Source: an optimization exercise on an open RTL-to-GDS flow (aim: small area, a short achievable clock period and few clock cycles per item). Production flows keep margins and buffers that such runs may drop. The RTL was checked by simulation tests, not by an equivalence proof against the original design. Power is estimated from default activity; no workload was simulated.

==> flow/design.v (outline; a module is shown in full before it is edited, if it fits) <==
// module vcsk_channel: 106 lines
// module vcsk_core: 991 lines
module vcsk_core (
    input  wire        clk,
    input  wire        rst,
    input  wire        cmd_valid,
    output wire        cmd_ready,
    input  wire [31:0] cmd_data,
    output reg         rsp_valid,
    output reg  [31:0] rsp_data,
    output reg         rsp_err
);
  // ...
==> flow/run.sh <==
#!/bin/bash
# synth_recipe.tcl (not shown) runs the flow's synth.tcl, then flattens the netlist and writes it again
# the make line also repeats each setting of config.mk as NAME=value (left out here)
make -C /OpenROAD-flow-scripts/flow DESIGN_CONFIG=/design/flow/config.mk WORK_HOME=/design/flow/orfs CLKGATE_MAP_FILE= SYNTH_SCRIPT=/design/flow/synth_recipe.tcl finish
==> flow/config.mk <==
export PLATFORM = sky130hd
export DESIGN_NAME = vcsk_core
export DESIGN_NICKNAME = vcsk_core
export VERILOG_FILES = /design/flow/design.v
export SDC_FILE = /design/flow/constraint.sdc
export NUM_CORES = 4
export LEC_CHECK = 0
export CAP_MARGIN = 20
export CORE_MARGIN = 2
export CORE_UTILIZATION = 40
export SLEW_MARGIN = 20
==> flow/constraint.sdc <==
create_clock -name core_clock -period 44.0 [get_ports {clk}]
set_input_delay 8.8000 -clock core_clock [delete_from_list [all_inputs] [get_ports {clk}]]
set_output_delay 8.8000 -clock core_clock [all_outputs]
set_load 0.01 [all_outputs]
==> notes.md, run 1 <==
status timing/DRC/antenna clean; most frequent cells in the layout edfxtp_1 (800), nor2_1 (612), inv_1 (609); gp weighted congestion 0.875; Worst slew margin 0.215; Slowest Stage Delay on Critical Path 0.54 ns; Overall Global Routing Usage 0.212; Vias/cell 5.30; Syn Inst Count 6511; total I/O pin count 70; die height 436 µm; Worst-Margin Slew 1.18 ns; worst setup margin 33.53 ns; mux share of post-synthesis cell area 0.0637; sw frac 0.249; Pre-antenna DRT Iters 5; clock network power 1.42 mW; sequential share of power 0.476; first-pass GRT wire length 306000 µm; clk_skew 0.0394 ns; met2 usage 0.352; top cells by area, synth edfxtp_1 (32%), dfxtp_1 (16%), fa_1 (11%); Worst setup SP type flop; min Tclk post-route 10.47 ns; deepest clock path buffer count 3; dpl hpwl 138000 µm
Testbench counts, summed over its fixed seeds: cycles 12,288, items 12,256.
==> run 2, diff against run 1 <==
==> flow/flow/run.sh (new file) <==
#!/bin/bash
# The standard layout, with the port buffers that buffer_ports inserts made
# sky130_fd_sc_hd__buf_2 cells instead of its default choice.
set -euo pipefail
export BUFFER_PORTS_ARGS="-buffer_cell sky130_fd_sc_hd__buf_2"
bash standard.sh finish > standard.log 2>&1
==> flow/standard.sh (new file) <==
#!/bin/bash
# synth_recipe.tcl (not shown) runs the flow's synth.tcl, then flattens the netlist and writes it again
# the make line also repeats each setting of config.mk as NAME=value (left out here)
make -C /OpenROAD-flow-scripts/flow DESIGN_CONFIG=/design/flow/config.mk WORK_HOME=/design/flow/orfs CLKGATE_MAP_FILE= SYNTH_SCRIPT=/design/flow/synth_recipe.tcl "${@:-finish}"
removed: flow/run.sh
==> run 2 against run 1 <==
Effect of this change:
- still clean
- sequential power barely moved
- critical path depth did not move
- non-clock buffer count fell by 2
- die area unchanged
- fmax rose by 4.2%
- sequential share of layout area rose by 0.31 points
- first-iteration DRC count shrank 7.6%
- hold slack is essentially flat
- sequential cell count unchanged
- wire length decreased by 0.46%
- core utilization decreased by 0.32 points
- setup slack improved by 0.42 ns
- largest power group unchanged
- highest routed layer unchanged
==> notes.md, run 2 <==
final worst path period share 0.228 (was 0.238); Largest register FFs 512 (unchanged); Sequential cell area 0.0362 mm² (unchanged); sw frac 0.246 (was 0.249); largest area contributor in the netlist edfxtp_1 (unchanged); Vias/cell 5.26 (was 5.30); Filler Cell Count 17.1k (was 16.9k); Die W 436 µm (unchanged); Sink Count 1409 (unchanged); gp weighted congestion 0.867 (was 0.875); deepest clock path buffer count 3 (unchanged); clk_skew 0.0304 ns (was 0.0394 ns); Worst slew margin 0.186 (was 0.215); status timing/DRC/antenna clean (unchanged); most frequent cells in the layout edfxtp_1 (800), nor2_1 (612), inv_1 (609) (unchanged); number of port buffers 68 (unchanged); Leak 33.4 nW (about the same); number of gates resized after CTS 0 (unchanged); Overall Global Routing Usage 0.212 (about the same); Crit Path Max Fanout 1 (unchanged); ANT nets after route 0 (unchanged); via count 48.9k (was 49.3k); EDFF count, synth 800 (unchanged); Placed Instances 8981 (was 8984); f_max 99.5 MHz (was 95.5 MHz); Largest regs g_ch.u_ch.volume: 512 flops, g_ch.u_ch.counter: 192 flops (unchanged); total I/O pin count 70 (unchanged); top_reg_cell synth edfxtp_1 (unchanged); sequential share of power 0.485 (was 0.476); Fin Hold WS 0.326 ns (about the same); Slowest Stage Delay on Critical Path 0.32 ns (was 0.54 ns); family with the most delay on the worst path flip-flops (was buffers and inverters); final cell count without fillers 9288 (was 9299); Syn Inst Count 6511 (unchanged); final hold viol count 0 (unchanged); CTS Hold Buffers Added 0 (unchanged); Pwr Density 37.4 mW/mm² (was 37.8 mW/mm²); min Tclk post-route 10.05 ns (was 10.47 ns); initial antenna violation count 6 (was 11); synth unique cells 75 (unchanged); Top reg by flops g_ch.u_ch.volume (unchanged); Critical Path Sink Type output port (unchanged); combinational share of power 0.080 (about the same); first-pass GRT wire length 306000 µm (about the same); CP bufs+invs 1 (unchanged); CP arrival 1.25 ns (was 1.67 ns); Initial DRC Count 3715 (was 4022); fin util 0.453 (was 0.456); sequential-to-total area share from yosys stat 0.485 (unchanged); r2r setup slk 36.42 ns (was 36.14 ns); syn nets 7217 (unchanged); die area 0.190 mm² (unchanged); share of cells above drive strength 1 0.0945 (was 0.0878); unrepaired setup endpoints after global routing false (unchanged); Final TNS setup 0 ns (unchanged); Syn Std Cell Area 0.0747 mm² (unchanged); Worst-Margin Slew 1.21 ns (was 1.18 ns); post-synth top area share 0.322 (unchanged); area of the multi-input gates 0.0358 mm² (about the same); Post-synth top cells edfxtp_1 (800), nor2_1 (616), dfxtp_1 (609), inv_1 (609), nand2_1 (595) (unchanged); Num CTS Buffers 159 (was 162); Root Buffer clkbuf_16 (unchanged); commonest non-fill, non-tap cell in the layout edfxtp_1 (unchanged); Row Count 158 (unchanged); Pre-antenna DRT Iters 5 (unchanged); Initial Util 0.403 (unchanged); Slowest-stage cell, CP dfxtp_1 (was clkdlybuf4s50_1); vias in the first global route 49.5k (was 49.2k); Synth Area per Inst 11.5 µm² (unchanged); Core Box Area 0.185 mm² (unchanged); Worst setup SP type flop (unchanged); worst ir drop on vdd 0.0323 mV (was 0.0290 mV); # Post-CTS Setup Buffers 0 (unchanged); Net Sw Power 773 µW (was 794 µW); Yosys warnings 33 (unchanged); gr ovfl total 0 (unchanged); Max Cap Viol 0 (unchanged); latest clock arrival within the worst-skew pair 0.81 ns (was 0.83 ns); die height 436 µm (unchanged); DR DRC count 0 (unchanged); Post-synth ARST share 0 (unchanged); largest net degree at the start of global routing 101 (was 155); worst setup margin 33.95 ns (was 33.53 ns); count leader, synth edfxtp_1 (unchanged); # setup viols final 0 (unchanged); crit path cell chain buf_2 (was clkdlybuf4s50_1); Worst-path clk slew 0.06 ns (about the same); Final Max Tran Viols 0 (unchanged); WL/cell 21.6 µm (was 21.7 µm); Total Wirelength 201000 µm (about the same); HP Class flop to flop (unchanged); clock power share 0.436 (was 0.444); Final #Nets 7374 (was 7379); CP Data Required Time 35.20 ns (about the same); H-tree Lvls 4 (unchanged); Yosys reg bits 1409 (unchanged); worst slack, placed 34.77 ns (was 34.36 ns); TritonCTS clock tree done (unchanged); Syn-to-layout area delta 12.4% (was 13.2%); top cells by area, synth edfxtp_1 (32%), dfxtp_1 (16%), fa_1 (11%) (unchanged); Int Power 2.37 mW (was 2.40 mW); critical path type flop to output port (unchanged); dpl hpwl 139000 µm (was 138000 µm)
run 2: cell counts after synthesis:
Identical to the previous run, type by type.
run 2: layout make-up:
cell class	instances	area share
Multi-Input combinational cell	4323	0.426
Timing Repair Buffer	164	0.0141
Inverter	611	0.0274
Sequential cell	1409	0.431
Antenna cell	3	0.0000894
Clock buffer	210	0.0532
Clock inverter	88	0.0110
Tap cell	2480	0.0369
run 2: per-stage QoR:
step / instance area (µm²) / total power [mW]
floorplan: 74700 / 1.69
global placement: 78400 / 1.79
detailed placement: 78400 / 1.80
CTS: 83800 / 3.17
global route: 84000 / 3.26
finish: 84000 / 3.14
run 2: kinds of logic (layout without fill, tap and decap cells):
| family | Yosys count | count (layout) | share of synthesized area |
|---|---|---|---|
| simple gates | 2053 | 2053 | 0.131 |
| flops | 1409 | 1409 | 0.485 |
| compound gates | 811 | 811 | 0.0702 |
| buf+inv | 779 | 1073 | 0.0402 |
| fa+ha+maj | 671 | 671 | 0.155 |
| xor+xnor | 471 | 471 | 0.0555 |
| mux | 316 | 316 | 0.0637 |
| other cells | 1 | 4 | 0.0000502 |
run 2: routing by layer:
| metal | global-route usage | routed length [µm] | up-vias |
|---|---|---|---|
| met5 | 0 | 0 | - |
| li1 | - | - | 22700 |
| met4 | 0.0790 | 7630 | 0 |
| met2 | 0.362 | 97900 | 1182 |
| met1 | 0.272 | 84600 | 24700 |
| met3 | 0.0315 | 10400 | 324 |
run 2: power by group through the flow:
stage                     Combinational, mW  Sequential [mW]  Clock (mW)
after global routing                  0.277             1.53        1.45
final                                 0.251             1.52        1.37
after CTS                             0.252             1.52        1.40
after global placement                0.245             1.55           0
after floorplan                       0.166             1.53           0
after detailed placement              0.249             1.55           0
run 2: path summary, 6_finish.rpt:
path	from	end	depth (start not counted)
min	s2_err$_DFF_P_	s3_err$_DFF_P_	0
max reg2reg	s2_ch[1]$_DFF_P_	s3_ra[15]$_DFF_P_	21
min reg2reg	s2_err$_DFF_P_	s3_err$_DFF_P_	0
max	rsp_data[13]$_SDFF_PP0_	rsp_data[13]	1

==> afterwards: timing with drivers on the ports <==
In the flow no input, the clock included, has a driving cell. The finished layouts below were timed again as built, in two steps.
Step 1, drivers: a clkbuf_16 drives clk and a buf_2 each remaining input, both assumed.
Step 2 adds t to the input delays and takes it off the output delays; t is the mean of the earliest and latest rising clock arrival at the registers after step 1. Input paths then give back, and output paths get back, about the clock's delay inside the block.
Three values: no drivers, after step 1, after step 2; two values: the first two.
| run | t (ns) | slack for setup (ns) | worst setup path at the end |
|---|---|---|---|
| run 1 | 0.890 | 33.530 / 33.450 / 34.340 | register to output |
| run 2 | 0.881 | 33.952 / 33.872 / 34.753 | register to output |
After both steps setup and hold are still met in every run listed.
